This design comes from an exercise in tuning for small area on the open sky130 flow, not from production work.
Only simulation tests tie the RTL to the original design; equivalence was not proved.
Power is estimated from default activity; no workload was simulated.

--- design/flow/config.mk ---
export PLATFORM = sky130hd
export DESIGN_NAME = mgmon_core
export DESIGN_NICKNAME = mgmon_core
export VERILOG_FILES = /design/flow/design.v
export SDC_FILE = /design/flow/constraint.sdc
export NUM_CORES = 4
export LEC_CHECK = 0
export CAP_MARGIN = 20
export CORE_MARGIN = 2
export CORE_UTILIZATION = 60
export GPL_ROUTABILITY_DRIVEN = 0
export GPL_TIMING_DRIVEN = 0
export SLEW_MARGIN = 20
--- design/flow/constraint.sdc ---
create_clock -name core_clock -period 10.0 [get_ports {clk}]
set_input_delay 2.0000 -clock core_clock [delete_from_list [all_inputs] [get_ports {clk}]]
set_output_delay 2.0000 -clock core_clock [all_outputs]
set_load 0.01 [all_outputs]
--- design/flow/design.v ---
module mgmon_core (
    input  wire         clk,
    input  wire         rst,
    input  wire         cmd_valid,
    output wire         cmd_ready,
    input  wire [39:0]  cmd_word,
    input  wire [511:0] cmd_bytes,
    output reg          rsp_valid,
    output wire [39:0]  rsp_word,
    output reg  [15:0]  a_o,
    output reg          a_oe,
    input  wire [15:0]  a_i,
    output reg  [7:0]   d_o,
    output wire         d_oe,
    input  wire [7:0]   d_i,
    output wire         rw_o,
    output reg          rw_oe,
    input  wire         rw_i,
    output wire         mclk_o,
    output reg          css_o,
    output reg          be_oe,
    input  wire         sync_i,
    input  wire         vp_i,
    output wire         ce_o,
    output reg          ce_oe,
    output wire         we_o,
    output reg          we_oe,
    output wire         oe_o,
    output reg          oe_oe,
    output wire         pgm_o,
    output reg          pgm_oe
);
    localparam OP_INIT  = 4'h0, OP_ESC   = 4'h1, OP_PULSE = 4'h2, OP_BE    = 4'h3,
               OP_TAKE  = 4'h4, OP_SETBP = 4'h5, OP_CLRBP = 4'h6, OP_STEP  = 4'h7,
               OP_READ  = 4'h8, OP_WRITE = 4'h9, OP_START = 4'hA, OP_END   = 4'hB,
               OP_PROG  = 4'hC;
    reg          idle_r;       
    reg          busy_r;       
    reg  [3:0]   op;           
    reg  [4:0]   k;            
    reg  [31:0]  P;            
    reg  [15:0]  bp;
    reg          match;
    reg  [1:0]   st;           
    reg  [511:0] ring;
    assign cmd_ready = idle_r;
    assign pgm_o     = 1'b1;
    wire [3:0]  c_op   = cmd_word[39:36];
    wire [3:0]  c_zero = cmd_word[35:32];
    wire [31:0] c_arg  = cmd_word[31:0];
    wire z0 = !c_arg[0];
    wire z1 = (c_arg[15:1]  == 15'd0);
    wire z2 = (c_arg[23:16] == 8'd0);
    wire z3 = (c_arg[31:24] == 8'd0);
    reg c_ok;
    always @(*) begin
        case (c_op)
            OP_ESC, OP_BE, OP_TAKE: c_ok = z1 & z2 & z3;
            OP_PULSE, OP_PROG:      c_ok = 1'b1;
            OP_SETBP, OP_READ:      c_ok = z2 & z3;
            OP_WRITE:               c_ok = z3;
            OP_INIT, OP_CLRBP, OP_STEP, OP_START, OP_END:
                                    c_ok = z0 & z1 & z2 & z3;
            default:                c_ok = 1'b0;
        endcase
    end
    wire c_legal = c_ok && (c_zero == 4'h0);
    wire [15:0] c_base   = c_arg[15:0];
    wire [15:0] c_len    = c_arg[31:16];
    wire [6:0]  c_sum    = {1'b0, c_base[5:0]} + {1'b0, c_len[5:0]};
    wire        c_req_ok = (c_len[15:7] == 9'd0) &&
                           (c_len[6] ? (c_len[5:0] == 6'd0 && c_base[5:0] == 6'd0)
                                     : (c_len[5:0] != 6'd0 && (!c_sum[6] || c_sum[5:0] == 6'd0)));
    wire c_now = !c_legal || (c_op == OP_SETBP) || (c_op == OP_CLRBP) ||
                 ((c_op == OP_PULSE) && z0 && z1 && z2 && z3) ||
                 ((c_op == OP_PROG) && !c_req_ok);
    wire take  = idle_r && cmd_valid;
    wire start = take && !c_now;
    wire [511:0] ring_rot = {ring[85:0], ring[511:86]};
    always @(posedge clk) ring <= ~((cmd_bytes | {512{busy_r}}) & (ring_rot | {512{idle_r}}));
    wire [7:0]   ring_tap = ring[89:82];
    wire o_init  = (op == OP_INIT);
    wire o_esc   = (op == OP_ESC);
    wire o_be    = (op == OP_BE);
    wire o_pulse = (op == OP_PULSE);
    wire o_tb    = (op == OP_TAKE) || (op == OP_START);    
    wire o_pe    = o_pulse || o_tb;                        
    wire o_start = (op == OP_START);
    wire o_end   = (op == OP_END);
    wire o_step  = (op == OP_STEP);
    wire o_read  = (op == OP_READ);
    wire o_write = (op == OP_WRITE);
    wire o_prog  = (op == OP_PROG);
    wire k1  = (k == 5'd1),  k2  = (k == 5'd2),  k3  = (k == 5'd3),  k4  = (k == 5'd4);
    wire k5  = (k == 5'd5),  k6  = (k == 5'd6),  k7  = (k == 5'd7),  k8  = (k == 5'd8);
    wire k9  = (k == 5'd9),  k10 = (k == 5'd10), k11 = (k == 5'd11), k12 = (k == 5'd12);
    wire k13 = (k == 5'd13), k14 = (k == 5'd14), k15 = (k == 5'd15), k16 = (k == 5'd16);
    wire k17 = (k == 5'd17), k18 = (k == 5'd18), k19 = (k == 5'd19), k20 = (k == 5'd20);
    wire k21 = (k == 5'd21), k22 = (k == 5'd22), k23 = (k == 5'd23), k24 = (k == 5'd24);
    wire k25 = (k == 5'd25), k31 = (k == 5'd31);
    wire p_one    = (P[31:1] == 31'd0) && P[0];
    wire bytes_left = (P[22:16] != 7'd0);
    wire timeout  = !P[22] && !P[21] && !P[17] && P[16];    
    wire pe_loop  = o_pe && k12;                   
    wire pb_next  = o_prog && k17 && bytes_left;   
    wire done = (o_init && k10) || ((o_esc || o_be) && k1) ||
                (o_pulse && k12 && p_one) || ((op == OP_TAKE) && k17) ||
                (o_start && k25) || (o_end && k8) || (o_step && k16) ||
                (o_read && k14) || (o_write && k25) ||
                (o_prog && k23 && (match || timeout));
    wire dec0  = pe_loop || (o_tb && k13);         
    wire dec16 = o_prog && (k16 || k31);
    wire [32:0] brw;
    wire [31:0] P_dec;
    assign brw[0] = dec0;
    genvar gi;
    generate for (gi = 0; gi < 32; gi = gi + 1) begin : g_dec
        assign P_dec[gi] = P[gi] ^ brw[gi];
        if (gi == 15) begin : g_inj
            assign brw[gi+1] = (brw[gi] & !P[gi]) | dec16;
        end else begin : g_chain
            assign brw[gi+1] = brw[gi] & !P[gi];
        end
    end endgenerate
    function in_k(input [4:0] kk, input [4:0] lo, input [4:0] hi);
        in_k = (kk >= lo) && (kk <= hi);
    endfunction
    assign mclk_o = (o_pe && in_k(k, 5'd4, 5'd8)) || (o_step && in_k(k, 5'd7, 5'd16)) ||
                    (o_read && in_k(k, 5'd5, 5'd14)) || (o_write && in_k(k, 5'd7, 5'd15));
    assign d_oe   = (o_write && in_k(k, 5'd5, 5'd25)) || (o_prog && in_k(k, 5'd3, 5'd17));
    assign rw_o   = !(o_write && in_k(k, 5'd3, 5'd24));
    assign ce_o   = !(o_prog && (in_k(k, 5'd5, 5'd18) || in_k(k, 5'd21, 5'd22)));
    assign we_o   = !(o_prog && in_k(k, 5'd8, 5'd12));
    assign oe_o   = !(o_prog && in_k(k, 5'd20, 5'd23));
    wire show_a = o_step && !st[0];
    wire show_d = (o_step || o_read) && !st[0];
    wire hit    = (bp != 16'h0000) && (P[15:0] == bp);
    assign rsp_word = {2'b00, st,
                       show_a & hit, show_a & P[26], show_a & !P[24] & P[25], show_a & P[24],
                       8'h00, P[23:16] & {8{show_d}}, P[15:0] & {16{show_a}}};
    always @(posedge clk) begin
        st <= {(take && !c_legal) || (o_prog && k23 && !match && timeout),
               take && (!c_legal || ((c_op == OP_PROG) && !c_req_ok))};
        if (o_prog && k21) match <= (d_i == d_o);
        if (idle_r) begin
            P  <= c_arg;
            op <= ((c_op == OP_TAKE) && z0) ? OP_END : c_op;
        end else begin
            P  <= P_dec;
        end
        if (o_tb && k2)    begin P[3] <= 1'b1; P[1] <= 1'b1; P[0] <= 1'b0; end
        if (o_step && k11) P[24] <= sync_i;
        if (o_step && k12) P[25] <= !vp_i;
        if (o_step && k13) P[26] <= rw_i;
        if (o_step && k14) P[15:0] <= a_i;
        if ((o_step && k15) || (o_read && k13)) P[23:16] <= d_i;
        if (rst) begin
            idle_r    <= 1'b1;
            busy_r    <= 1'b0;
            k         <= 5'd0;
            bp        <= 16'h0000;
            rsp_valid <= 1'b0;
            a_o       <= 16'h0000;
            a_oe      <= 1'b0;
            d_o       <= 8'h00;
            rw_oe     <= 1'b0;
            css_o     <= 1'b1;
            be_oe     <= 1'b0;
            ce_oe     <= 1'b0;
            we_oe     <= 1'b0;
            oe_oe     <= 1'b0;
            pgm_oe    <= 1'b0;
        end else begin
            idle_r    <= idle_r ? !start : done;
            busy_r    <= idle_r ? start : !done;
            rsp_valid <= done || (take && c_now);
            if (idle_r)
                k <= !start ? 5'd0 :
                     (c_op == OP_PULSE) ? 5'd3 :
                     ((c_op == OP_TAKE) && z0) ? 5'd5 : 5'd1;
            else if (done)
                k <= 5'd0;
            else if (pe_loop && !p_one)
                k <= 5'd3;
            else if (pb_next)
                k <= 5'd6;
            else if (o_prog && k31)
                k <= 5'd19;
            else
                k <= k + 5'd1;
            if (take && c_legal && (c_op == OP_SETBP || c_op == OP_CLRBP || c_op == OP_INIT))
                bp <= c_arg[15:0];
            if ((o_tb && k14) || ((o_read || o_write || o_prog) && k3)) a_o <= P[15:0];
            if (pb_next) a_o[5:0] <= a_o[5:0] + 6'd1;
            if (o_write && k5) d_o <= P[23:16];
            if (o_prog && k6)  d_o <= ring_tap;
            if ((o_init && k1) || (o_end && k5))  a_oe <= 1'b0;
            if ((o_tb && k13) || (o_prog && k1))  a_oe <= 1'b1;
            if ((o_init && k3) || (o_end && k7)) rw_oe <= 1'b0;
            if (o_tb && k17)                     rw_oe <= 1'b1;
            if ((o_init && k4) || (o_end && k1)) pgm_oe <= 1'b0;
            if (o_start && k25)                  pgm_oe <= 1'b1;
            if ((o_init && k5) || (o_end && k2)) oe_oe  <= 1'b0;
            if (o_start && k24)                  oe_oe  <= 1'b1;
            if ((o_init && k6) || (o_end && k3)) we_oe  <= 1'b0;
            if (o_start && k23)                  we_oe  <= 1'b1;
            if ((o_init && k7) || (o_end && k4)) ce_oe  <= 1'b0;
            if (o_start && k22)                  ce_oe  <= 1'b1;
            if ((o_init && k8) || (o_end && k8)) be_oe <= 1'b0;
            if (o_tb && k1)                      be_oe <= 1'b1;
            if (o_be && k1)                      be_oe <= !P[0];
            if (o_init && k10) css_o <= 1'b1;
            if (o_tb && k2)    css_o <= 1'b0;
            if (o_esc && k1)   css_o <= P[0];
        end
    end
endmodule
--- design/flow/flow/run.sh ---
#!/bin/bash
# Layout flow: the standard ORFS flow (standard.sh, unchanged synthesis),
# with smaller port buffers (buf_1 instead of the default clkdlybuf4s50_1)
# and a clock tree built without dummy loads, from the buffers and sink
# clusters below. Every port still gets a buffer.
set -euo pipefail
export BUFFER_PORTS_ARGS="-buffer_cell sky130_fd_sc_hd__buf_1"
export CTS_ARGS="-sink_clustering_enable -repair_clock_nets -dont_use_dummy_load -buf_list sky130_fd_sc_hd__clkbuf_4 -sink_clustering_size 10 -sink_clustering_max_diameter 40"
bash standard.sh finish > standard_flow.log 2>&1
--- design/flow/standard.sh ---
#!/bin/bash
# synth_recipe.tcl (not shown) runs the flow's synth.tcl, then flattens the netlist and writes it again
# the make line also repeats each setting of config.mk as NAME=value (left out here)
make -C /OpenROAD-flow-scripts/flow DESIGN_CONFIG=/design/flow/config.mk WORK_HOME=/design/flow/orfs CLKGATE_MAP_FILE= SYNTH_SCRIPT=/design/flow/synth_recipe.tcl "${@:-finish}"
==> results of run 1 <==
[cell usage in the layout (no fill, tap or decap), types with 5 or more instances in the layout]
| cell | n |
|---|---|
| xor2_1 | 19 |
| nand2b_1 | 12 |
| buf_1 | 663 |
| dfxtp_1 | 602 |
| inv_1 | 58 |
| nor2_1 | 93 |
| a21o_1 | 8 |
| clkbuf_1 | 144 |
| nand3b_1 | 7 |
| buf_4 | 11 |
| o32ai_1 | 5 |
| ha_1 | 44 |
| nor2b_1 | 9 |
| nand3_1 | 12 |
| nor3_1 | 40 |
| a211oi_1 | 14 |
| clkbuf_4 | 75 |
| nor4_1 | 24 |
| conb_1 | 11 |
| nand2_1 | 55 |
| o21ai_0 | 41 |
| o22ai_1 | 515 |
| or2_2 | 5 |
| edfxtp_1 | 5 |
| nand4_1 | 12 |
| diode_2 | 41 |
| buf_2 | 5 |
| xnor2_1 | 14 |
| a21oi_1 | 56 |
| mux2i_1 | 43 |
[cell usage after synthesis, types with 14 or more instances]
master	number	area, um2
clkbuf_1	144	541
inv_1	58	218
nor4_1	25	156
nor3_1	40	200
a21oi_1	56	280
ha_1	44	551
mux2i_1	43	430
o21ai_0	41	205
nand2_1	55	206
o22ai_1	515	3220
a211oi_1	14	105
nor2_1	93	349
dfxtp_1	602	12100
xnor2_1	14	123
xor2_1	19	166
[final cells by class]
cell class | count | share of cell area, %
sequential | 607 | 50.8
multi-input combinational | 1122 | 30.1
timing repair buffer | 651 | 10.2
buffer | 172 | 2.89
clock buffer | 75 | 2.34
tap | 448 | 2.33
inverter | 58 | 0.907
antenna | 41 | 0.427
[power by group through the flow]
| stage | clock [uW] | combinational [uW] | sequential (uW) |
|---|---|---|---|
| final | 1110 | 267 | 2580 |
| after global placement | 0 | 249 | 2630 |
| after CTS | 1110 | 259 | 2580 |
| after detailed placement | 0 | 258 | 2630 |
| after global routing | 1220 | 289 | 2590 |
| after floorplan | 0 | 130 | 2620 |
[cell families after synthesis]
| group | synth area share [%] |
|---|---|
| XOR/XNOR | 1.42 |
| AO/OA/AOI/OAI | 21.1 |
| multiplexers | 2.34 |
| adder cells (fa/ha/maj) | 2.81 |
| AND/OR/NAND/NOR | 7.68 |
| other | 0.0370 |
| flip-flops | 60.1 |
| buffers and inverters | 4.49 |
[routing by layer]
metal  vias to the layer above  global-route usage, %  part of all wire (%)
met1                      9046                   49.9                    37
met5                         -                      0                 0.094
met3                       284                   14.8                    12
li1                       8743                      -                     -
met4                        10                   25.5                   5.8
met2                      1202                   64.4                    45
[final timing paths]
| check | startpoint | to | cells after the start |
|---|---|---|---|
| min reg2reg | ring[328] | ring[242] | 1 |
| max | k[1] | P[31] | 42 |
| min | ring[328] | ring[242] | 1 |
| max reg2reg | k[1] | P[31] | 42 |
[worst register-to-register path, delay by kind of cell (launching register included)]
kind | cells | cell delay (ns)
xor gates and xnor gates | 1 | 0.12
and+or+nand+nor | 4 | 0.46
adders and majority gates | 32 | 6.26
buffers and inverters | 1 | 0.11
AOI/OAI and AO/OA | 4 | 0.54
DFF | 1 | 0.48
[sequential cells by signal (all words and copies together) (netlist names), 2 cells and up]
name / cells
bp: 16
d_o: 8
op: 4
ring: 512
a_o: 16
P: 32
st: 2
k: 5
[metrics by stage]
stage,instances,setup WS [ns]
6_report,3174,1.94
5_1_grt,3162,1.58
4_1_cts,3133,2.11
3_5_place_dp,3058,2.10
3_3_place_gp,3058,2.19
2_1_floorplan,1959,2.98
==> results.json, run 1 <==
{
  "status": "timing/DRC/antenna clean",
  "critPathSlowestCell": "dfxtp_1",
  "dieArea_um2": 35300,
  "drt_iter0_drc": 1495,
  "row_count": 67,
  "avgSynthCellArea_um2": 10.4,
  "route.detailed.drc": 0,
  "antenna_found_initial": 38,
  "swShare_pct": 23.7,
  "finalSetupTns_ns": 0,
  "utilization_pct": 71.8,
  "pin_count": 663,
  "cts_tree": "yes",
  "p_total_uw": 3960,
  "antenna_left": 0,
  "routed_via_density": 6.08,
  "crit_family": "adder cells",
  "dpl_cell_area_um2": 23300,
  "ys_async_sr_fraction_pct": 0,
  "start_kind": "flip-flop",
  "clkTransAtPathRegs_ns": 0.10,
  "yosys_register_bits": 607,
  "required_ns": 10.64,
  "seq_area_um2": 12200,
  "power_leakage_uw": 0.00906,
  "io_buffers": 651,
  "slew_headroom_pct": 21.5,
  "rsz0062_at_grt": "no",
  "cts_resized": 0,
  "synth_area_um2": 20300,
  "crit_fanout": 8,
  "routed_wl_um": 76400,
  "ys_seq_area_share_pct": 60.1,
  "clockBufferDepth": 3,
  "power_frac_clock_pct": 28.0,
  "hold_violations": 0,
  "vias": 19300,
  "clock_sinks": 607,
  "hold_path_class": "reg -> reg",
  "ys_warn_count": 1,
  "areaGrowthSynthToFinish_pct": 18.3,
  "start_util_pct": 60.7,
  "cts_made_buffers": 75,
  "crit_type": "reg -> reg",
  "h-tree-depth": 3,
  "nets": 3314,
  "fmaxAchievable_ghz": 0.124,
  "core-area_um2": 33400,
  "seq_power_share_pct": 65.3,
  "dp_hpwl_um": 59300,
  "fin_area_um2": 24000,
  "synth_edf_count": 5,
  "synth_ff_type": "dfxtp_1",
  "clk_latency_ns": 0.77,
  "worst_pin_slew_ns": 1.18,
  "critPathBufInv": 1,
  "grt_max_degree": 11,
  "regToRegSetupSlack_ns": 1.94,
  "synth.distinct_cells": 73,
  "multiInputGateArea_um2": 7230,
  "post_cts_buffers": 0,
  "fin_skew_ns": 0.0695,
  "fp.dieW_um": 188,
  "peakVddDrop_mv": 0.128,
  "whs_ns": 0.368,
  "layout-drive-gt1-share_pct": 4.17,
  "cp.arrival_ns": 8.70,
  "setup_viol": 0,
  "max_cap_violations": 0,
  "p_int_uw": 3020,
  "overflow": 0,
  "synthCells": 1950,
  "grt_pass1_wl_um": 110000,
  "final.period_utilization_pct": 80.6,
  "fill_cells": 2762,
  "comb_power_share_pct": 6.8,
  "firstDrtPassIters": 8,
  "die_height_um": 188,
  "drv_slew": 0,
  "wire_per_inst_um": 24.1,
  "grt_pass1_vias": 18200,
  "p_sw_uw": 939,
  "cts_root_buffer": "clkbuf_4",
  "powerDensity_nw_per_um2": 165,
  "cts_hold_buf": 0,
  "globalRouteTotalUtil_pct": 41.7,
  "max_stage_delay_ns": 0.48,
  "worstSetupEndpointType": "flip-flop",
  "finalCriticalPeriod_ns": 8.06,
  "cpMostUsedCell": "ha_1"
}
==> run 2, diff against run 1 <==
--- a/design/flow/config.mk
+++ b/design/flow/config.mk
@@ -9,5 +9,3 @@
 export CORE_MARGIN = 2
-export CORE_UTILIZATION = 60
-export GPL_ROUTABILITY_DRIVEN = 0
-export GPL_TIMING_DRIVEN = 0
+export CORE_UTILIZATION = 40
 export SLEW_MARGIN = 20
==> run 2 against run 1 <==
- hold slack improved by 0.0086 ns
- via count decreased by 8.9%
- register-to-register slack got worse by 0.04 ns
- sequential power about the same
- maximum frequency decreased by 0.46%
- core utilization decreased by 24 points
- routed wire length decreased by 5.4%
- area after synthesis unchanged
- synthesized cell count unchanged
- global-route usage decreased by 15 points
- non-clock buffer count decreased by 159
- die area increased by 49%
- critical path type unchanged
==> results.json, run 2 <==
{
  "max_stage_delay_ns": 0.94,
  "antenna_found_initial": 27,
  "hold_violations": 0,
  "setup_ws_ns": 1.90,
  "synth_ff_type": "dfxtp_1",
  "grt_max_degree": 255,
  "synth_common_cells": "dfxtp_1, o22ai_1, clkbuf_1, nor2_1, inv_1",
  "place_ws_ns": 1.99,
  "multiInputGateArea_um2": 7220,
  "clockBufferDepth": 3,
  "io_buffers": 651,
  "reg.largest.list": "ring x512, P x32",
  "synth_edf_count": 5,
  "p_total_uw": 4060,
  "synth.distinct_cells": 73,
  "pin_count": 663,
  "synthCells": 1950,
  "seq_area_um2": 12200,
  "areaGrowthSynthToFinish_pct": 17.3,
  "dp_hpwl_um": 53600,
  "cts_hold_buf": 0,
  "start_kind": "flip-flop",
  "peakVddDrop_mv": 0.125,
  "largest_register_ffs": 512,
  "avgSynthCellArea_um2": 10.4,
  "worstSetupEndpointType": "flip-flop",
  "finalSetupTns_ns": 0,
  "fill_cells": 4968,
  "vias": 17600,
  "drt_iter0_drc": 1150,
  "worst_pin_slew_ns": 1.18,
  "antenna_left": 0,
  "crit_family": "adder cells",
  "start_util_pct": 40.5,
  "synth_area_um2": 20300,
  "core-area_um2": 50200,
  "yosysTopAreaCellShare_pct": 59.4,
  "ys_async_sr_fraction_pct": 0,
  "dieArea_um2": 52600,
  "overflow": 0,
  "yosys_register_bits": 607,
  "cp.arrival_ns": 8.79,
  "grt_pass1_wl_um": 106000,
  "setup_viol": 0,
  "gp_congestion": 0.950,
  "hold_path_class": "reg -> reg",
  "cts_resized": 0,
  "grt_pass1_vias": 17400,
  "utilization_pct": 47.5,
  "crit_type": "reg -> reg",
  "routed_via_density": 5.44,
  "ys_warn_count": 1,
  "stdcell_count": 3234,
  "ys_seq_area_share_pct": 60.1,
  "cts_made_buffers": 93,
  "die_height_um": 229,
  "final_common_cell": "buf_1",
  "yosysTopAreaCell": "dfxtp_1",
  "powerDensity_nw_per_um2": 171,
  "cpMostUsedCell": "ha_1",
  "route.detailed.drc": 0,
  "nets": 3173,
  "rsz0062_at_grt": "no",
  "clk_latency_ns": 0.87,
  "post_cts_buffers": 0,
  "globalRouteTotalUtil_pct": 26.6,
  "synth_area_leaders": "dfxtp_1, o22ai_1, ha_1",
  "drv_slew": 0,
  "h-tree-depth": 3,
  "crit_fanout": 27,
  "clkTransAtPathRegs_ns": 0.10,
  "cts_root_buffer": "clkbuf_4",
  "final.period_utilization_pct": 81.0,
  "required_ns": 10.69,
  "dp.cells": 3123,
  "top_register": "ring",
  "fin_skew_ns": 0.0794,
  "layout-drive-gt1-share_pct": 5.11,
  "final_cell_mix": "buf_1, dfxtp_1, o22ai_1",
  "finalCriticalPeriod_ns": 8.10,
  "critPathSlowestCell": "dfxtp_1",
  "fp.dieW_um": 229,
  "status": "timing/DRC/antenna clean",
  "routed_wl_um": 72300,
  "row_count": 82,
  "firstDrtPassIters": 5,
  "power_leakage_uw": 0.00895,
  "slew_headroom_pct": 21.1,
  "cts_tree": "yes",
  "fmaxAchievable_ghz": 0.123,
  "max_cap_violations": 0,
  "wire_per_inst_um": 22.3,
  "clock_sinks": 607,
  "synth.most_common_cell": "dfxtp_1",
  "critPathBufInv": 0
}
run 2: cell counts after synthesis:
No cell type changed its count.
run 2: final timing paths:
| kind | from | to | slack (ns) | depth (start not counted) |
|---|---|---|---|---|
| min | ring[162] | ring[76] | 0.38 | 1 |
| max | k[4] | P[31] | 1.90 | 40 |
| max reg2reg | k[4] | P[31] | 1.90 | 40 |
| min reg2reg | ring[162] | ring[76] | 0.38 | 1 |
run 2: through the flow:
stage          instance area (um2)  hold slack [ns]
6_report                     23800            0.377
2_1_floorplan                20300            0.399
5_1_grt                      23800            0.394
3_5_place_dp                 23100            0.404
4_1_cts                      23800            0.382
3_3_place_gp                 23100            0.400
run 2: cells by family after synthesis:
logic type | after synthesis | share of synthesized area, %
AO/OA/AOI/OAI | 683 | 21.1
flip-flops | 607 | 60.1
AND/OR/NAND/NOR | 303 | 7.68
buffers and inverters | 230 | 4.49
multiplexers | 47 | 2.34
adder cells (fa/ha/maj) | 45 | 2.81
XOR/XNOR | 33 | 1.42
other | 2 | 0.0370
run 2: cell type report:
type | count | area share (%)
tap | 672 | 3.53
clock buffer | 93 | 2.93
sequential | 607 | 51.3
multi-input combinational | 1122 | 30.3
timing repair buffer | 664 | 10.8
antenna | 18 | 0.189
inverter | 58 | 0.914
run 2: per-layer routing:
metal,global-route usage (%),part of all wire [%],vias up
li1,-,-,8428
met1,34.1,43,8339
met2,41.9,46,658
met3,9.01,8.3,134
met4,9.01,2.6,18
met5,0,0.16,-
run 2: power breakdown:
part	switching [uW]	total, uW	internal [uW]
combinational	122	252	130
clock	794	1220	425
sequential	54.4	2590	2540
total	970	4060	3090
==> run 3, diff against run 2 <==
--- a/design/flow/flow/run.sh
+++ b/design/flow/flow/run.sh
@@ -7,3 +7,3 @@
 export BUFFER_PORTS_ARGS="-buffer_cell sky130_fd_sc_hd__buf_1"
-export CTS_ARGS="-sink_clustering_enable -repair_clock_nets -dont_use_dummy_load -buf_list sky130_fd_sc_hd__clkbuf_4 -sink_clustering_size 10 -sink_clustering_max_diameter 40"
+export CTS_ARGS="-sink_clustering_enable -repair_clock_nets -dont_use_dummy_load -buf_list sky130_fd_sc_hd__clkbuf_2 -sink_clustering_size 6 -sink_clustering_max_diameter 30"
 bash standard.sh finish > standard_flow.log 2>&1
--- a/design/flow/config.mk
+++ b/design/flow/config.mk
@@ -9,3 +9,3 @@
 export CORE_MARGIN = 2
-export CORE_UTILIZATION = 40
+export CORE_UTILIZATION = 50
 export SLEW_MARGIN = 20
==> run 3 against run 2 <==
- flip-flop and latch count stayed put
- cell area shrank 0.89%
- power fell by 2.6%
- setup slack gained 0.11 ns
- non-clock buffer count increased by 1
- clock power fell by 8%
- count of clock-buffer cells in the layout increased by 26
- routed wire length down 4.4%
- maximum frequency grew 1.4%
- first-iteration DRC count increased by 22%
- die area down 20%
- cell count down 3.3%
- largest cell class unchanged
- largest power group unchanged
- highest routed layer unchanged
==> results.json, run 3 <==
{
  "io_buffers": 651,
  "fill_cells": 3702,
  "clockBufferDepth": 3,
  "power_leakage_uw": 0.00904,
  "row_count": 73,
  "globalRouteTotalUtil_pct": 31.4,
  "cts_resized": 0,
  "reg.largest.list": "ring x512, P x32",
  "finalSetupTns_ns": 0,
  "cts_tree": "yes",
  "crit_fanout": 27,
  "cts_root_buffer": "clkbuf_2",
  "yosysTopAreaCell": "dfxtp_1",
  "clk_latency_ns": 1.16,
  "routed_via_density": 5.63,
  "setup_viol": 0,
  "grt_pass1_wl_um": 99200,
  "hold_violations": 0,
  "post_cts_buffers": 0,
  "ys_warn_count": 1,
  "dieArea_um2": 42200,
  "dp_hpwl_um": 50800,
  "start_kind": "flip-flop",
  "yosysTopAreaCellShare_pct": 59.4,
  "wire_per_inst_um": 22.1,
  "nets": 3200,
  "cp.arrival_ns": 8.90,
  "route.detailed.drc": 0,
  "clock_sinks": 607,
  "yosys_register_bits": 607,
  "crit_family": "adder cells",
  "vias": 17600,
  "final_common_cell": "buf_1",
  "drt_iter0_drc": 1406,
  "final_cell_mix": "buf_1, dfxtp_1, o22ai_1",
  "max_stage_delay_ns": 0.89,
  "ys_seq_area_share_pct": 60.1,
  "firstDrtPassIters": 5,
  "rsz0062_at_grt": "no",
  "start_util_pct": 50.9,
  "areaGrowthSynthToFinish_pct": 16.2,
  "p_total_uw": 3960,
  "ys_async_sr_fraction_pct": 0,
  "synth_ff_type": "dfxtp_1",
  "fp.dieW_um": 205,
  "gp_congestion": 0.981,
  "hold_path_class": "reg -> reg",
  "fmaxAchievable_ghz": 0.125,
  "synth_area_leaders": "dfxtp_1, o22ai_1, ha_1",
  "cts_made_buffers": 119,
  "peakVddDrop_mv": 0.143,
  "critPathSlowestCell": "dfxtp_1",
  "core-area_um2": 39900,
  "critPathBufInv": 0,
  "powerDensity_nw_per_um2": 168,
  "antenna_left": 0,
  "synth_common_cells": "dfxtp_1, o22ai_1, clkbuf_1, nor2_1, inv_1",
  "seq_area_um2": 12200,
  "pin_count": 663,
  "crit_type": "reg -> reg",
  "worstSetupEndpointType": "flip-flop",
  "required_ns": 10.91,
  "overflow": 0,
  "synth_edf_count": 5,
  "clkTransAtPathRegs_ns": 0.11,
  "max_cap_violations": 0,
  "grt_max_degree": 295,
  "top_register": "ring",
  "fin_skew_ns": 0.171,
  "layout-drive-gt1-share_pct": 6.11,
  "final.period_utilization_pct": 79.9,
  "antenna_found_initial": 37,
  "h-tree-depth": 3,
  "slew_headroom_pct": 28.5,
  "synth.most_common_cell": "dfxtp_1",
  "cpMostUsedCell": "ha_1",
  "synthCells": 1950,
  "whs_ns": 0.328,
  "worst_pin_slew_ns": 1.07,
  "die_height_um": 205,
  "finalCriticalPeriod_ns": 7.99,
  "cts_hold_buf": 0,
  "routed_wl_um": 69100,
  "largest_register_ffs": 512,
  "multiInputGateArea_um2": 7220,
  "synth.distinct_cells": 73,
  "grt_pass1_vias": 16800,
  "drv_slew": 0,
  "regToRegSetupSlack_ns": 2.01,
  "avgSynthCellArea_um2": 10.4,
  "status": "timing/DRC/antenna clean",
  "synth_area_um2": 20300
}
## run 3: cell counts after synthesis
No cell type changed its count.
## run 3: metrics by stage
| stage | cell area [um2] | cells | utilization (%) | setup slack (ns) |
|---|---|---|---|---|
| floorplan | 20300 | 1959 | - | 2.98 |
| global placement | 22900 | 2975 | 57.3 | 2.09 |
| detailed placement | 22900 | 2975 | 57.3 | 2.01 |
| CTS | 23500 | 3094 | 58.8 | 2.03 |
| global route | 23600 | 3117 | 59.1 | 1.47 |
| finish | 23600 | 3126 | 59.1 | 2.01 |
## run 3: cell families (layout without fill, tap and decap cells)
family	count (synthesis)	after routing	synth area share [%]
xor gates and xnor gates	33	33	1.42
buffers and inverters	230	842	4.49
adders and majority gates	45	45	2.81
other	2	41	0.0370
muxes	47	47	2.34
AOI/OAI and AO/OA	683	683	21.1
DFF	607	607	60.1
and+or+nand+nor	303	303	7.68
## run 3: routing by layer
metal | vias to the layer above | track usage, % | wire, um
met5 | - | 0 | 139
met3 | 148 | 11.2 | 5810
li1 | 8516 | - | -
met1 | 8196 | 39.1 | 28400
met4 | 22 | 14.2 | 2140
met2 | 718 | 48.7 | 32600
## run 3: area by class of cell
type / count / share of cell area, %
well taps: 525 / 2.78
repair buffers: 665 / 11.1
multi-input cells: 1122 / 30.6
flip-flops and latches: 607 / 51.7
clock buffers: 119 / 2.52
diodes: 30 / 0.318
inverters: 58 / 0.923
## run 3: where the power goes
part | internal (uW) | switching (uW) | total, uW
Sequential | 2540 | 49.5 | 2590
Combinational | 130 | 119 | 249
Clock | 308 | 811 | 1120
Total | 2980 | 980 | 3960
## run 3: worst reg2reg max path: cells and delay by family, from the launching register on
kind	cells	cell delay, ns
AND/OR/NAND/NOR	4	0.51
adder cells (fa/ha/maj)	31	5.83
XOR/XNOR	1	0.12
AO/OA/AOI/OAI	4	0.56
flip-flops	1	0.89
## run 3: path summary, 6_finish.rpt
check	from	to	cells after the start
max	k[4]	P[31]	40
min	ring[425]	ring[339]	1
max reg2reg	k[4]	P[31]	40
min reg2reg	ring[425]	ring[339]	1
==> run 4, diff against run 3 <==
--- a/design/flow/design.v
+++ b/design/flow/design.v
@@ -41,4 +41,4 @@
     reg  [31:0]  P;            
-    reg  [15:0]  bp;
-    reg          match;
+    reg  [15:0]  bp;           
+    reg          bp_on;        
     reg  [1:0]   st;           
@@ -103,2 +103,3 @@
     wire timeout  = !P[22] && !P[21] && !P[17] && P[16];    
+    wire match    = P[0];
     wire pe_loop  = o_pe && k12;                   
@@ -136,3 +137,3 @@
     wire show_d = (o_step || o_read) && !st[0];
-    wire hit    = (bp != 16'h0000) && (P[15:0] == bp);
+    wire hit    = bp_on && (P[15:0] == bp);
     assign rsp_word = {2'b00, st,
@@ -143,3 +144,3 @@
                take && (!c_legal || ((c_op == OP_PROG) && !c_req_ok))};
-        if (o_prog && k21) match <= (d_i == d_o);
+        if (take && c_legal && (c_op == OP_SETBP)) bp <= c_arg[15:0];
         if (idle_r) begin
@@ -151,2 +152,3 @@
         if (o_tb && k2)    begin P[3] <= 1'b1; P[1] <= 1'b1; P[0] <= 1'b0; end
+        if (o_prog && k21) P[0]  <= (d_i == d_o);    
         if (o_step && k11) P[24] <= sync_i;
@@ -160,3 +162,3 @@
             k         <= 5'd0;
-            bp        <= 16'h0000;
+            bp_on     <= 1'b0;
             rsp_valid <= 1'b0;
@@ -191,3 +193,3 @@
             if (take && c_legal && (c_op == OP_SETBP || c_op == OP_CLRBP || c_op == OP_INIT))
-                bp <= c_arg[15:0];
+                bp_on <= (c_op == OP_SETBP) && !(z0 && z1);
             if ((o_tb && k14) || ((o_read || o_write || o_prog) && k3)) a_o <= P[15:0];
--- a/design/flow/flow/run.sh
+++ b/design/flow/flow/run.sh
@@ -7,3 +7,3 @@
 export BUFFER_PORTS_ARGS="-buffer_cell sky130_fd_sc_hd__buf_1"
-export CTS_ARGS="-sink_clustering_enable -repair_clock_nets -dont_use_dummy_load -buf_list sky130_fd_sc_hd__clkbuf_2 -sink_clustering_size 6 -sink_clustering_max_diameter 30"
+export CTS_ARGS="-sink_clustering_enable -repair_clock_nets -dont_use_dummy_load -buf_list sky130_fd_sc_hd__clkbuf_4 -sink_clustering_size 10 -sink_clustering_max_diameter 40"
 bash standard.sh finish > standard_flow.log 2>&1
--- a/design/flow/config.mk
+++ b/design/flow/config.mk
@@ -7,5 +7,5 @@
 export LEC_CHECK = 0
-export CAP_MARGIN = 20
+export CAP_MARGIN = 5
 export CORE_MARGIN = 2
-export CORE_UTILIZATION = 50
-export SLEW_MARGIN = 20
+export CORE_UTILIZATION = 60
+export SLEW_MARGIN = 5
==> run 4 against run 3 <==
- largest power group unchanged
- synthesized cell count shrank 1.5%
- first-iteration DRC count grew 24%
- die area shrank 17%
- area after synthesis shrank 1.1%
- hold slack gained 0.046 ns
- routed wire length grew 0.47%
- non-clock buffer count grew 3
- core utilization grew 12 points
- setup slack lost 0.40 ns
==> results.json, run 4 <==
{
  "synth_top_family_by_area": "compound AO/OA/AOI/OAI gates",
  "dieArea_um2": 35000,
  "hold_violations": 0,
  "routed_via_density": 6.03,
  "synth_simple_gate_area_share_pct": 7.72,
  "setup_viol": 0,
  "start_kind": "flip-flop",
  "worstSetupEndpointType": "flip-flop",
  "synth_common_cells": "dfxtp_1, o22ai_1, clkbuf_1, nor2_1, a21oi_1",
  "yosysTopAreaCell": "dfxtp_1",
  "holdPathEnd": "ring[228]",
  "grt_pass1_wl_um": 102000,
  "clock_sinks": 607,
  "drv_slew": 0,
  "vias": 17900,
  "overflow": 0,
  "holdPathStages": 1,
  "powerDensity_nw_per_um2": 171,
  "synth_ff_type": "dfxtp_1",
  "row_count": 66,
  "synth_xor_area_share_pct": 1.35,
  "ys_seq_area_share_pct": 61.5,
  "antenna_found_initial": 17,
  "reg.largest.list": "ring x512, P x32",
  "r2r_start": "k[4]",
  "status": "timing/DRC/antenna clean",
  "final.period_utilization_pct": 83.9,
  "antenna_left": 0,
  "reg2reg_depth": 39,
  "critPathSlowestCell": "dfxtp_1",
  "synth-compound-area-share_pct": 21.7,
  "peakVddDrop_mv": 0.132,
  "synth_edf_count": 20,
  "firstDrtPassIters": 5,
  "clkTransAtPathRegs_ns": 0.10,
  "cpMostUsedCell": "ha_1",
  "grt_pass1_vias": 17100,
  "route.detailed.drc": 0,
  "hold_path_class": "reg -> reg",
  "utilization_pct": 70.8,
  "synthCells": 1921,
  "h-tree-depth": 3,
  "worst_pin_slew_ns": 1.20,
  "globalRouteTotalUtil_pct": 38.2,
  "max_stage_delay_ns": 0.87,
  "grt_max_degree": 266,
  "whs_ns": 0.374,
  "die_height_um": 187,
  "worst_r2r_endpoint": "P[30]",
  "cts_resized": 0,
  "final_cell_mix": "buf_1, dfxtp_1, o22ai_1",
  "fp.dieW_um": 187,
  "critPathBufInv": 1,
  "dpl_cell_area_um2": 22600,
  "fmaxAchievable_ghz": 0.119,
  "fin_area_um2": 23200,
  "cts_root_buffer": "clkbuf_4",
  "cts_hold_buf": 0,
  "worstHoldStart": "ring[314]",
  "largest_register_ffs": 512,
  "wire_per_inst_um": 23.4,
  "synth_area_um2": 20100,
  "gp_congestion": 1.02,
  "core-area_um2": 32800,
  "dp_hpwl_um": 51700,
  "crit_family": "adder cells",
  "regToRegSetupSlack_ns": 1.61,
  "synth.most_common_cell": "dfxtp_1",
  "synth.distinct_cells": 72,
  "synth_area_leaders": "dfxtp_1, o22ai_1, edfxtp_1",
  "required_ns": 10.66,
  "layout-drive-gt1-share_pct": 4.88,
  "start_util_pct": 61.3,
  "finalSetupTns_ns": 0,
  "ys_async_sr_fraction_pct": 0,
  "cp.arrival_ns": 9.05,
  "cts_made_buffers": 77,
  "p_total_uw": 3960,
  "crit_type": "reg -> reg",
  "crit_fanout": 26,
  "final_common_cell": "buf_1",
  "avgSynthCellArea_um2": 10.5,
  "io_buffers": 651,
  "top_register": "ring",
  "finalCriticalPeriod_ns": 8.39,
  "clk_latency_ns": 0.81,
  "yosysTopAreaCellShare_pct": 58.5,
  "drt_iter0_drc": 1741,
  "clockBufferDepth": 3,
  "muxShareOfSynthArea_pct": 0.530,
  "routed_wl_um": 69400,
  "power_leakage_uw": 0.00862,
  "post_cts_buffers": 0,
  "nets": 3131,
  "areaGrowthSynthToFinish_pct": 15.6,
  "pin_count": 663,
  "yosys_register_bits": 607,
  "fin_skew_ns": 0.107,
  "synth-adder-area-share_pct": 2.84,
  "cts_tree": "yes",
  "max_cap_violations": 0,
  "ys_warn_count": 1,
  "slew_headroom_pct": 19.3,
  "rsz0062_at_grt": "no"
}
==> run 4: changes by cell type in the layout (fill, tap and decap cells not counted), moves of 8 or more <==
cell | before | now
clkbuf_2 | 120 | 0
clkbuf_4 | 0 | 77
mux2i_1 | 43 | 5
nor2_1 | 93 | 130
a21oi_1 | 56 | 78
o21ai_0 | 41 | 25
edfxtp_1 | 5 | 20
dfxtp_1 | 599 | 585
inv_1 | 58 | 44
nand2_1 | 55 | 45
diode_2 | 30 | 21
nand3_1 | 12 | 20
nor4_1 | 25 | 17
==> run 4: area by class of cell <==
cell class,instances,area (um2)
Fill cell,2648,9560
Multi-Input combinational cell,1105,6900
Timing Repair Buffer,668,2610
Antenna cell,21,52.6
Sequential cell,607,12400
Clock buffer,77,578
Inverter,45,169
Tap cell,442,553
==> run 4: worst max-delay path by stage <==
stage,startpoint,endpoint,cells past startpoint
2_1_floorplan,k[4],P[31],41
3_3_place_gp,k[4],P[31],40
3_5_place_dp,k[4],P[30],39
4_1_cts,k[4],P[30],39
5_1_grt,k[4],P[30],39
6_report,k[4],P[30],39
==> run 4: through the flow <==
stage	worst slack [ns]	std cells
2_1_floorplan	2.91	1930
3_3_place_gp	1.85	2867
3_5_place_dp	1.75	2867
4_1_cts	1.67	2944
5_1_grt	1.19	2959
6_report	1.61	2965
==> run 4: cell families after synthesis <==
logic type / count (synthesis)
adder cells (fa/ha/maj): 45
multiplexers: 10
buffers and inverters: 218
flip-flops: 607
XOR/XNOR: 31
AND/OR/NAND/NOR: 317
other: 2
AO/OA/AOI/OAI: 691
==> run 4: routing by layer <==
metal  global-route usage, %  wire, um  vias to the layer above
li1                        -         -                     8301
met1                    49.5     27600                     8500
met2                    59.9     32300                      932
met3                    10.8      7160                      138
met4                    16.3      2360                        4
met5                       0        23                        -
==> run 4: where the power goes <==
part	switching (uW)	leakage (uW)	internal, uW
sequential	50.9	0.00512	2550
combinational	131	0.00314	129
clock	750	0.000354	355
total	931	0.00862	3030
==> run 4: worst register-to-register path: cells and delay by family (launching register included) <==
family                   cells  cell delay (ns)
AND/OR/NAND/NOR              3             0.42
flip-flops                   1             0.87
buffers and inverters        1             0.45
adder cells (fa/ha/maj)     31             5.80
AO/OA/AOI/OAI                4             0.74
==> run 5, diff against run 4 <==
--- a/design/flow/config.mk
+++ b/design/flow/config.mk
@@ -7,5 +7,5 @@
 export LEC_CHECK = 0
-export CAP_MARGIN = 5
+export CAP_MARGIN = 20
 export CORE_MARGIN = 2
 export CORE_UTILIZATION = 60
-export SLEW_MARGIN = 5
+export SLEW_MARGIN = 20
==> run 5 against run 4 <==
- still clean
- sequential power is essentially flat
- cell count is essentially flat
- register-to-register slack is essentially flat
- flip-flop and latch count is the same
- largest power group unchanged
==> results.json, run 5 <==
{
  "power_frac_clock_pct": 27.9,
  "cp.arrival_ns": 9.06,
  "status": "timing/DRC/antenna clean",
  "synth_area_um2": 20100,
  "grt_max_degree": 266,
  "die_height_um": 187,
  "antenna_left": 0,
  "synthCells": 1921,
  "wire_per_inst_um": 23.4,
  "yosys_register_bits": 607,
  "seq_power_share_pct": 65.5,
  "layout-drive-gt1-share_pct": 4.96,
  "clockBufferDepth": 3,
  "start_kind": "flip-flop",
  "nets": 3131,
  "synth.distinct_cells": 72,
  "gp_congestion": 1.02,
  "powerDensity_nw_per_um2": 171,
  "fmaxAchievable_ghz": 0.119,
  "ys_async_sr_fraction_pct": 0,
  "max_stage_delay_ns": 0.87,
  "core-area_um2": 32800,
  "r2r_start": "k[4]",
  "final.period_utilization_pct": 84.0,
  "cts_tree": "yes",
  "row_count": 66,
  "hold_violations": 0,
  "cts_root_buffer": "clkbuf_4",
  "synth_ff_type": "dfxtp_1",
  "cts_hold_buf": 0,
  "stdcell_count": 2966,
  "comb_power_share_pct": 6.6,
  "use_met2_pct": 59.9,
  "fin_skew_ns": 0.0974,
  "ys_seq_area_share_pct": 61.5,
  "finalCriticalPeriod_ns": 8.40,
  "worstHoldStart": "ring[314]",
  "regToRegSetupSlack_ns": 1.60,
  "drt_iter0_drc": 1697,
  "h-tree-depth": 3,
  "holdPathEnd": "ring[228]",
  "clkTransAtPathRegs_ns": 0.10,
  "synth_common_cells": "dfxtp_1, o22ai_1, clkbuf_1, nor2_1, a21oi_1",
  "required_ns": 10.66,
  "avgSynthCellArea_um2": 10.5,
  "grtUsageMet1_pct": 49.5,
  "hold_path_class": "reg -> reg",
  "crit_start": "k[4]",
  "overflow": 0,
  "cts_resized": 0,
  "post_cts_buffers": 0,
  "seq_area_um2": 12400,
  "synth.most_common_cell": "dfxtp_1",
  "p_total_uw": 3970,
  "grt-busiest-layer": "met2",
  "final_common_cell": "buf_1",
  "critPathBufInv": 1,
  "io_buffers": 651,
  "vias": 18000,
  "ys_warn_count": 1,
  "grt_pass1_wl_um": 102000,
  "holdPathStages": 1,
  "rsz0062_at_grt": "no",
  "power_leakage_uw": 0.00862,
  "reg2reg_depth": 39,
  "largest_register_ffs": 512,
  "yosysTopAreaCellShare_pct": 58.5,
  "cts_made_buffers": 77,
  "clk_latency_ns": 0.80,
  "crit_family": "adder cells",
  "worst_pin_slew_ns": 1.23,
  "worstSetupEndpointType": "flip-flop",
  "use_met3_pct": 10.8,
  "peakVddDrop_mv": 0.132,
  "clock_sinks": 607,
  "firstDrtPassIters": 6,
  "crit_type": "reg -> reg",
  "fill_cells": 2644,
  "globalRouteTotalUtil_pct": 38.2,
  "pin_count": 663,
  "synth_edf_count": 20,
  "crit_fanout": 26,
  "p_sw_uw": 933,
  "dp_hpwl_um": 51700,
  "top_register": "ring",
  "setup_viol": 0,
  "swShare_pct": 23.5,
  "cpMostUsedCell": "ha_1",
  "final_cell_mix": "buf_1, dfxtp_1, o22ai_1",
  "grt_pass1_vias": 17100,
  "multiInputGateArea_um2": 6910,
  "critPathSlowestCell": "dfxtp_1",
  "start_util_pct": 61.3,
  "fp.dieW_um": 187,
  "antenna_found_initial": 17,
  "drv_slew": 0,
  "reg.largest.list": "ring x512, P x32",
  "worst_r2r_endpoint": "P[30]",
  "slew_headroom_pct": 18.2,
  "areaGrowthSynthToFinish_pct": 15.7,
  "p_int_uw": 3030,
  "dieArea_um2": 35000,
  "route.detailed.drc": 0,
  "yosysTopAreaCell": "dfxtp_1",
  "max_cap_violations": 0,
  "routed_via_density": 6.06,
  "finalSetupTns_ns": 0,
  "synth_area_leaders": "dfxtp_1, o22ai_1, edfxtp_1",
  "dp.cells": 2867,
  "routed_wl_um": 69400
}
## run 5: layer usage
metal | vias up | wire length, um
met4 | 4 | 2520
met2 | 973 | 32300
met3 | 144 | 7170
li1 | 8298 | -
met5 | - | 23
met1 | 8543 | 27300
## run 5: cell families (layout without fill, tap and decap cells)
family | Yosys count | count (layout) | synth area share [%]
flops | 607 | 607 | 61.5
compound gates | 691 | 691 | 21.7
mux | 10 | 10 | 0.530
buf+inv | 218 | 790 | 4.36
simple gates | 317 | 317 | 7.72
fa+ha+maj | 45 | 45 | 2.84
xor+xnor | 31 | 31 | 1.35
other cells | 2 | 33 | 0.0374
## run 5: worst max-delay path by stage
stage | end | depth (start not counted)
5_1_grt | P[30] | 39
4_1_cts | P[30] | 39
3_5_place_dp | P[30] | 39
2_1_floorplan | P[31] | 41
3_3_place_gp | P[31] | 40
6_report | P[30] | 39
## run 5: metrics by stage
step | area, um2 | hold WS, ns | util, % | worst slack [ns]
floorplan | 20100 | 0.399 | - | 2.91
global placement | 22600 | 0.399 | 68.9 | 1.85
detailed placement | 22600 | 0.404 | 68.9 | 1.75
CTS | 23200 | 0.370 | 70.7 | 1.67
global route | 23200 | 0.385 | 70.8 | 1.19
finish | 23200 | 0.375 | 70.9 | 1.60
## run 5: power groups by stage
stage	combinational (uW)	clock [uW]	sequential, uW
floorplan	128	0	2630
global placement	244	0	2650
detailed placement	252	0	2650
CTS	254	1110	2600
global route	283	1210	2610
finish	260	1110	2600
## run 5: area by class of cell
class	instances	share of cell area (%)
repair buffers	668	11.2
multi-input cells	1105	29.7
well taps	442	2.38
clock buffers	77	2.49
flip-flops and latches	607	53.2
inverters	45	0.727
diodes	22	0.237
==> run 6, diff against run 5 <==
--- a/design/flow/design.v
+++ b/design/flow/design.v
@@ -24,9 +24,9 @@
     output wire         ce_o,
-    output reg          ce_oe,
+    output wire         ce_oe,
     output wire         we_o,
-    output reg          we_oe,
+    output wire         we_oe,
     output wire         oe_o,
-    output reg          oe_oe,
+    output wire         oe_oe,
     output wire         pgm_o,
-    output reg          pgm_oe
+    output wire         pgm_oe
 );
@@ -44,2 +44,3 @@
     reg  [1:0]   st;           
+    reg          ee_on;        
     reg  [511:0] ring;
@@ -135,2 +136,8 @@
     assign oe_o   = !(o_prog && in_k(k, 5'd20, 5'd23));
+    assign ce_oe  = ee_on || (o_start && in_k(k, 5'd23, 5'd25));
+    assign we_oe  = (ee_on && !((o_end && k4) || (o_init && k7))) ||
+                    (o_start && in_k(k, 5'd24, 5'd25));
+    assign oe_oe  = (ee_on && !((o_end && in_k(k, 5'd3, 5'd4)) || (o_init && in_k(k, 5'd6, 5'd7)))) ||
+                    (o_start && k25);
+    assign pgm_oe = ee_on && !((o_end && in_k(k, 5'd2, 5'd4)) || (o_init && in_k(k, 5'd5, 5'd7)));
     wire show_a = o_step && !st[0];
@@ -170,6 +177,3 @@
             be_oe     <= 1'b0;
-            ce_oe     <= 1'b0;
-            we_oe     <= 1'b0;
-            oe_oe     <= 1'b0;
-            pgm_oe    <= 1'b0;
+            ee_on     <= 1'b0;
         end else begin
@@ -202,10 +206,4 @@
             if (o_tb && k17)                     rw_oe <= 1'b1;
-            if ((o_init && k4) || (o_end && k1)) pgm_oe <= 1'b0;
-            if (o_start && k25)                  pgm_oe <= 1'b1;
-            if ((o_init && k5) || (o_end && k2)) oe_oe  <= 1'b0;
-            if (o_start && k24)                  oe_oe  <= 1'b1;
-            if ((o_init && k6) || (o_end && k3)) we_oe  <= 1'b0;
-            if (o_start && k23)                  we_oe  <= 1'b1;
-            if ((o_init && k7) || (o_end && k4)) ce_oe  <= 1'b0;
-            if (o_start && k22)                  ce_oe  <= 1'b1;
+            if ((o_init && k7) || (o_end && k4)) ee_on <= 1'b0;
+            if (o_start && k25)                  ee_on <= 1'b1;
             if ((o_init && k8) || (o_end && k8)) be_oe <= 1'b0;
--- a/design/flow/flow/run.sh
+++ b/design/flow/flow/run.sh
@@ -7,3 +7,3 @@
 export BUFFER_PORTS_ARGS="-buffer_cell sky130_fd_sc_hd__buf_1"
-export CTS_ARGS="-sink_clustering_enable -repair_clock_nets -dont_use_dummy_load -buf_list sky130_fd_sc_hd__clkbuf_4 -sink_clustering_size 10 -sink_clustering_max_diameter 40"
+export CTS_ARGS="-sink_clustering_enable -repair_clock_nets -dont_use_dummy_load -buf_list {sky130_fd_sc_hd__clkbuf_4 sky130_fd_sc_hd__clkbuf_8} -sink_clustering_size 14 -sink_clustering_max_diameter 40"
 bash standard.sh finish > standard_flow.log 2>&1
==> run 6 against run 5 <==
- sequential share of layout area fell by 0.71 points
- register-to-register slack better by 0.64 ns
- core utilization down 0.46 points
- setup slack improved by 0.64 ns
- count of clock-buffer cells in the layout shrank 17
- largest cell class unchanged
==> results.json, run 6 <==
{
  "peakVddDrop_mv": 0.146,
  "drv_slew": 0,
  "route.detailed.drc": 0,
  "avgSynthCellArea_um2": 10.6,
  "start_util_pct": 60.4,
  "ys_async_sr_fraction_pct": 0,
  "hold_path_class": "reg -> reg",
  "dp_hpwl_um": 52500,
  "setup_viol": 0,
  "pin_count": 663,
  "post_cts_buffers": 0,
  "ys_seq_area_share_pct": 61.1,
  "worstHoldStart": "ring[491]",
  "areaGrowthSynthToFinish_pct": 16.5,
  "cts_hold_buf": 0,
  "cts_root_buffer": "clkbuf_8",
  "clkTransAtPathRegs_ns": 0.09,
  "final_cell_mix": "buf_1, dfxtp_1, o22ai_1",
  "r2r_start": "k[4]",
  "yosysTopAreaCell": "dfxtp_1",
  "synth_simple_gate_area_share_pct": 8.14,
  "grt_pass1_wl_um": 101000,
  "antenna_found_initial": 30,
  "finalCriticalPeriod_ns": 7.76,
  "wire_per_inst_um": 23.9,
  "slew_headroom_pct": 25.3,
  "clock_sinks": 604,
  "worstSetupEndpointType": "flip-flop",
  "antenna_left": 0,
  "holdPathStages": 1,
  "critPathSlowestCell": "dfxtp_1",
  "overflow": 0,
  "nets": 3096,
  "synth_top_family_by_area": "compound AO/OA/AOI/OAI gates",
  "globalRouteTotalUtil_pct": 38.5,
  "drt_iter0_drc": 1800,
  "synthCells": 1906,
  "synth_area_um2": 20100,
  "muxShareOfSynthArea_pct": 0.423,
  "final_common_cell": "buf_1",
  "max_cap_violations": 0,
  "cts_made_buffers": 60,
  "start_kind": "flip-flop",
  "die_height_um": 187,
  "clk_latency_ns": 0.65,
  "synth-adder-area-share_pct": 2.84,
  "dieArea_um2": 35000,
  "io_buffers": 651,
  "vias": 17700,
  "routed_wl_um": 70200,
  "reg.largest.list": "ring x512, P x32",
  "grt_max_degree": 248,
  "synth_area_leaders": "dfxtp_1, o22ai_1, edfxtp_1",
  "synth_ff_type": "dfxtp_1",
  "layout-drive-gt1-share_pct": 4.66,
  "row_count": 67,
  "top_register": "ring",
  "worst_r2r_endpoint": "P[31]",
  "grt_pass1_vias": 16400,
  "cts_tree": "yes",
  "power_leakage_uw": 0.00864,
  "regToRegSetupSlack_ns": 2.24,
  "ys_warn_count": 1,
  "routed_via_density": 6.04,
  "powerDensity_nw_per_um2": 176,
  "clockBufferDepth": 3,
  "finalSetupTns_ns": 0,
  "synth_edf_count": 20,
  "crit_fanout": 19,
  "cp.arrival_ns": 8.26,
  "rsz0062_at_grt": "no",
  "crit_type": "reg -> reg",
  "final.period_utilization_pct": 77.6,
  "firstDrtPassIters": 5,
  "h-tree-depth": 2,
  "synth_xor_area_share_pct": 1.35,
  "reg2reg_depth": 38,
  "fmaxAchievable_ghz": 0.129,
  "yosysTopAreaCellShare_pct": 58.1,
  "required_ns": 10.50,
  "gp_congestion": 1.01,
  "fp.dieW_um": 187,
  "cts_resized": 0,
  "synth_common_cells": "dfxtp_1, o22ai_1, clkbuf_1, nor2_1, a21oi_1",
  "synth-compound-area-share_pct": 21.5,
  "hold_violations": 0,
  "worst_pin_slew_ns": 1.12,
  "status": "timing/DRC/antenna clean",
  "cpMostUsedCell": "ha_1",
  "holdPathEnd": "ring[405]",
  "max_stage_delay_ns": 0.69,
  "largest_register_ffs": 512,
  "yosys_register_bits": 604,
  "synth.most_common_cell": "dfxtp_1",
  "whs_ns": 0.395,
  "core-area_um2": 33300,
  "fin_skew_ns": 0.0466,
  "synth.distinct_cells": 82
}
[run 6: changes by cell type in the layout (fill, tap and decap cells not counted), sizes merged, moves of 4 or more]
cell and change:
nor3 -4, and3 +4, nand3b +4, nor2 -14
clkbuf -17, a31oi +6, o21ai +6
[run 6: worst max-delay path by stage]
stage,to,slack (ns),cells past startpoint,from
2_1_floorplan,P[31],3.09,40,k[1]
5_1_grt,P[31],1.88,38,k[4]
3_3_place_gp,P[31],2.41,38,k[4]
4_1_cts,P[31],2.31,38,k[4]
3_5_place_dp,P[31],2.35,39,k[1]
6_report,P[31],2.24,38,k[4]
[run 6: area by class of cell]
class | instances | area, um2
tap | 448 | 561
inverter | 44 | 165
antenna | 21 | 52.6
multi-input combinational | 1094 | 6930
fill | 2644 | 9850
clock buffer | 60 | 826
timing repair buffer | 665 | 2600
sequential | 604 | 12300
[run 6: cells by family after synthesis]
group,Yosys count
multiplexers,8
flip-flops,604
AND/OR/NAND/NOR,309
AO/OA/AOI/OAI,690
XOR/XNOR,31
adder cells (fa/ha/maj),45
buffers and inverters,217
other,2
[run 6: worst max-delay path, delay by kind of cell (launching register included)]
| kind | cells | cell delay [ns] |
|---|---|---|
| XOR/XNOR | 1 | 0.12 |
| adder cells (fa/ha/maj) | 31 | 5.81 |
| AND/OR/NAND/NOR | 4 | 0.72 |
| flip-flops | 1 | 0.69 |
| AO/OA/AOI/OAI | 2 | 0.27 |
[run 6: per-layer routing]
metal	GRT usage, %	up-vias	wire (um)
met5	0	-	146
met4	17.9	20	2930
met3	11.5	190	7660
met2	58.3	991	31700
met1	51.0	8325	27700
li1	-	8194	-
[run 6: stage by stage]
stage | setup slack [ns] | cell area, um2 | cells | total power [uW] | util [%]
after floorplan | 3.09 | 20200 | 1915 | 2750 | -
after global routing | 1.88 | 23400 | 2930 | 4270 | 70.4
after detailed placement | 2.35 | 22500 | 2853 | 2890 | 67.7
after global placement | 2.41 | 22500 | 2853 | 2880 | 67.7
after CTS | 2.31 | 23300 | 2913 | 4130 | 70.1
final | 2.24 | 23400 | 2936 | 4130 | 70.4
[run 6: report_power, final]
part,switching [uW],internal (uW),leakage [uW]
clock network,758,530,0.000432
registers,50.7,2540,0.00510
logic,129,129,0.00310
==> run 7, diff against run 6 <==
--- a/design/flow/flow/run.sh
+++ b/design/flow/flow/run.sh
@@ -7,3 +7,3 @@
 export BUFFER_PORTS_ARGS="-buffer_cell sky130_fd_sc_hd__buf_1"
-export CTS_ARGS="-sink_clustering_enable -repair_clock_nets -dont_use_dummy_load -buf_list {sky130_fd_sc_hd__clkbuf_4 sky130_fd_sc_hd__clkbuf_8} -sink_clustering_size 14 -sink_clustering_max_diameter 40"
+export CTS_ARGS="-sink_clustering_enable -repair_clock_nets -dont_use_dummy_load -buf_list sky130_fd_sc_hd__clkbuf_4 -sink_clustering_size 8 -sink_clustering_max_diameter 35"
 bash standard.sh finish > standard_flow.log 2>&1
==> run 7 against run 6 <==
- hold slack worse by 0.0074 ns
- critical endpoint unchanged
- clock skew grew 0.022 ns
- clock power is 8% lower
- combinational power barely moved
- die area unchanged
- non-clock buffer count stayed put
- cell area decreased by 0.50%
- via count is 1.4% higher
- area after synthesis stayed put
- synthesized cell count unchanged
- global-route usage rose by 0.21 points
- maximum frequency down 0.26%
==> results.json, run 7 <==
{
  "status": "timing/DRC/antenna clean",
  "start_util_pct": 60.4,
  "final_common_cell": "buf_1",
  "dpl_cell_area_um2": 22500,
  "crit_type": "reg -> reg",
  "antenna_left": 0,
  "h-tree-depth": 3,
  "worst_pin_slew_ns": 1.15,
  "setup_viol": 0,
  "synth-adder-area-share_pct": 2.84,
  "max_stage_delay_ns": 0.71,
  "gp_congestion": 1.01,
  "dieArea_um2": 35000,
  "muxShareOfSynthArea_pct": 0.423,
  "synth.most_common_cell": "dfxtp_1",
  "nets": 3129,
  "reg2reg_depth": 38,
  "slew_headroom_pct": 23.2,
  "synth_area_leaders": "dfxtp_1, o22ai_1, edfxtp_1",
  "fill_cells": 2649,
  "layout-drive-gt1-share_pct": 5.92,
  "routed_wl_um": 70300,
  "regToRegSetupSlack_ns": 2.22,
  "wire_per_inst_um": 23.7,
  "yosysTopAreaCell": "dfxtp_1",
  "top_register": "ring",
  "synth_top_family_by_area": "compound AO/OA/AOI/OAI gates",
  "clockBufferDepth": 3,
  "grt_pass1_vias": 16700,
  "synth-compound-area-share_pct": 21.5,
  "r2r_start": "k[4]",
  "power_leakage_uw": 0.00864,
  "critPathSlowestCell": "dfxtp_1",
  "clock_sinks": 604,
  "cts_resized": 0,
  "largest_register_ffs": 512,
  "rsz0062_at_grt": "no",
  "avgSynthCellArea_um2": 10.6,
  "worst_r2r_endpoint": "P[31]",
  "setup_ws_ns": 2.22,
  "place_ws_ns": 2.35,
  "cp.arrival_ns": 8.36,
  "pin_count": 663,
  "fp.dieW_um": 187,
  "drt_iter0_drc": 1876,
  "antenna_found_initial": 31,
  "final.period_utilization_pct": 77.8,
  "cp-endpoint": "P[31]",
  "yosys_register_bits": 604,
  "ys_warn_count": 1,
  "cpMostUsedCell": "ha_1",
  "crit_fanout": 19,
  "finalCriticalPeriod_ns": 7.78,
  "multiInputGateArea_um2": 6930,
  "globalRouteTotalUtil_pct": 38.8,
  "overflow": 0,
  "hold_path_class": "reg -> reg",
  "required_ns": 10.58,
  "core-area_um2": 33300,
  "hold_violations": 0,
  "fin_skew_ns": 0.0686,
  "cts_hold_buf": 0,
  "cts_made_buffers": 93,
  "io_buffers": 651,
  "grt_max_degree": 248,
  "ys_async_sr_fraction_pct": 0,
  "seq_area_um2": 12300,
  "powerDensity_nw_per_um2": 173,
  "areaGrowthSynthToFinish_pct": 15.9,
  "grt_pass1_wl_um": 102000,
  "max_cap_violations": 0,
  "post_cts_buffers": 0,
  "final_cell_mix": "buf_1, dfxtp_1, o22ai_1",
  "synth_simple_gate_area_share_pct": 8.14,
  "synth_ff_type": "dfxtp_1",
  "fmaxAchievable_ghz": 0.128,
  "dp_hpwl_um": 52500,
  "finalSetupTns_ns": 0,
  "drv_slew": 0,
  "clk_latency_ns": 0.80,
  "fin_area_um2": 23300,
  "vias": 18000,
  "start_kind": "flip-flop",
  "die_height_um": 187,
  "synthCells": 1906,
  "firstDrtPassIters": 6,
  "synth_edf_count": 20,
  "yosysTopAreaCellShare_pct": 58.1,
  "cts_root_buffer": "clkbuf_4",
  "clkTransAtPathRegs_ns": 0.09,
  "reg.largest.list": "ring x512, P x32",
  "synth_area_um2": 20100,
  "cts_tree": "yes",
  "row_count": 67,
  "worstSetupEndpointType": "flip-flop",
  "synth_xor_area_share_pct": 1.35,
  "synth_common_cells": "dfxtp_1, o22ai_1, clkbuf_1, nor2_1, a21oi_1",
  "synth.distinct_cells": 82,
  "peakVddDrop_mv": 0.138,
  "routed_via_density": 6.05,
  "ys_seq_area_share_pct": 61.1,
  "crit_start": "k[4]",
  "route.detailed.drc": 0
}
-- run 7: cell counts after synthesis --
No cell type changed its count.
-- run 7: kinds of logic after synthesis --
family | Yosys count
compound gates | 690
mux | 8
other cells | 2
flops | 604
xor+xnor | 31
simple gates | 309
buf+inv | 217
fa+ha+maj | 45
-- run 7: worst min-delay path by stage --
stage                   start   endpoint  slack (ns)  cells after the start
global placement    ring[455]  ring[369]        0.40                      1
CTS                 ring[147]   ring[61]        0.39                      1
global route        ring[428]  ring[342]        0.41                      1
detailed placement  ring[370]  ring[284]        0.40                      1
floorplan           ring[186]  ring[100]        0.40                      1
finish              ring[416]  ring[330]        0.39                      1
-- run 7: worst max-delay path: cells and delay by family (launching register included) --
| kind | cells | cell delay (ns) |
|---|---|---|
| compound gates | 2 | 0.27 |
| xor+xnor | 1 | 0.12 |
| flops | 1 | 0.71 |
| fa+ha+maj | 31 | 5.80 |
| simple gates | 4 | 0.72 |
-- run 7: per-stage QoR --
step           hold slack, ns  cells  util [%]  total power (uW)
2_1_floorplan           0.399   1915         -              2750
3_3_place_gp            0.399   2853      67.7              2880
3_5_place_dp            0.404   2853      67.7              2890
4_1_cts                 0.388   2946      69.8              4040
5_1_grt                 0.411   2963      70.0              4180
6_report                0.388   2970      70.1              4030
-- run 7: final cells by class --
| cell class | instances | share of cell area (%) |
|---|---|---|
| Inverter | 44 | 0.708 |
| Tap cell | 448 | 2.40 |
| Multi-Input combinational cell | 1094 | 29.7 |
| Timing Repair Buffer | 665 | 11.2 |
| Clock buffer | 93 | 2.99 |
| Sequential cell | 604 | 52.7 |
| Antenna cell | 22 | 0.236 |
-- run 7: layer usage --
metal	share of wire, %	up-vias	GRT usage (%)
met5	0.17	-	0
met4	3.7	18	16.6
met3	11	182	10.6
met2	45	1032	59.1
met1	40	8461	52.1
li1	-	8271	-
-- run 7: where the power goes --
group          total, uW  internal, uW  switching [uW]
registers           2590          2530            50.5
clock network       1190           426             763
logic                257           129             128

==> what the ideal ports hide <==
No port has a modelled driver above. Below, the same layouts with a new extraction and two added sets of constraints. Step 1, drivers: a clkbuf_16 drives clk and a buf_2 each remaining input, both assumed. Step 2, shift: input delay + t, output delay - t, t = (earliest + latest rising clock arrival at the registers) / 2. This alone moves slack from input paths to output paths. Slacks: ideal ports / drivers / drivers and shift; pairs: ideal ports / drivers.
run	t, ns	slack for setup (ns)	hold WS [ns]	slew at the worst register clock pin (ns)
run 1	0.798	1.939 / 1.939 / 1.939	0.368 / 0.368 / 0.368	0.11 / 0.11
run 2	0.871	1.902 / 1.902 / 1.902	0.377 / 0.377 / 0.377	0.11 / 0.11
run 3	1.113	2.014 / 2.014 / 2.014	0.328 / 0.328 / 0.328	0.12 / 0.12
run 4	0.801	1.613 / 1.613 / 1.613	0.374 / 0.374 / 0.374	0.12 / 0.12
run 5	0.797	1.599 / 1.599 / 1.599	0.375 / 0.375 / 0.375	0.12 / 0.12
run 6	0.694	2.236 / 2.236 / 2.236	0.395 / 0.395 / 0.395	0.09 / 0.09
run 7	0.820	2.215 / 2.215 / 2.215	0.388 / 0.388 / 0.388	0.09 / 0.09
After both steps setup and hold are still met in every run listed.
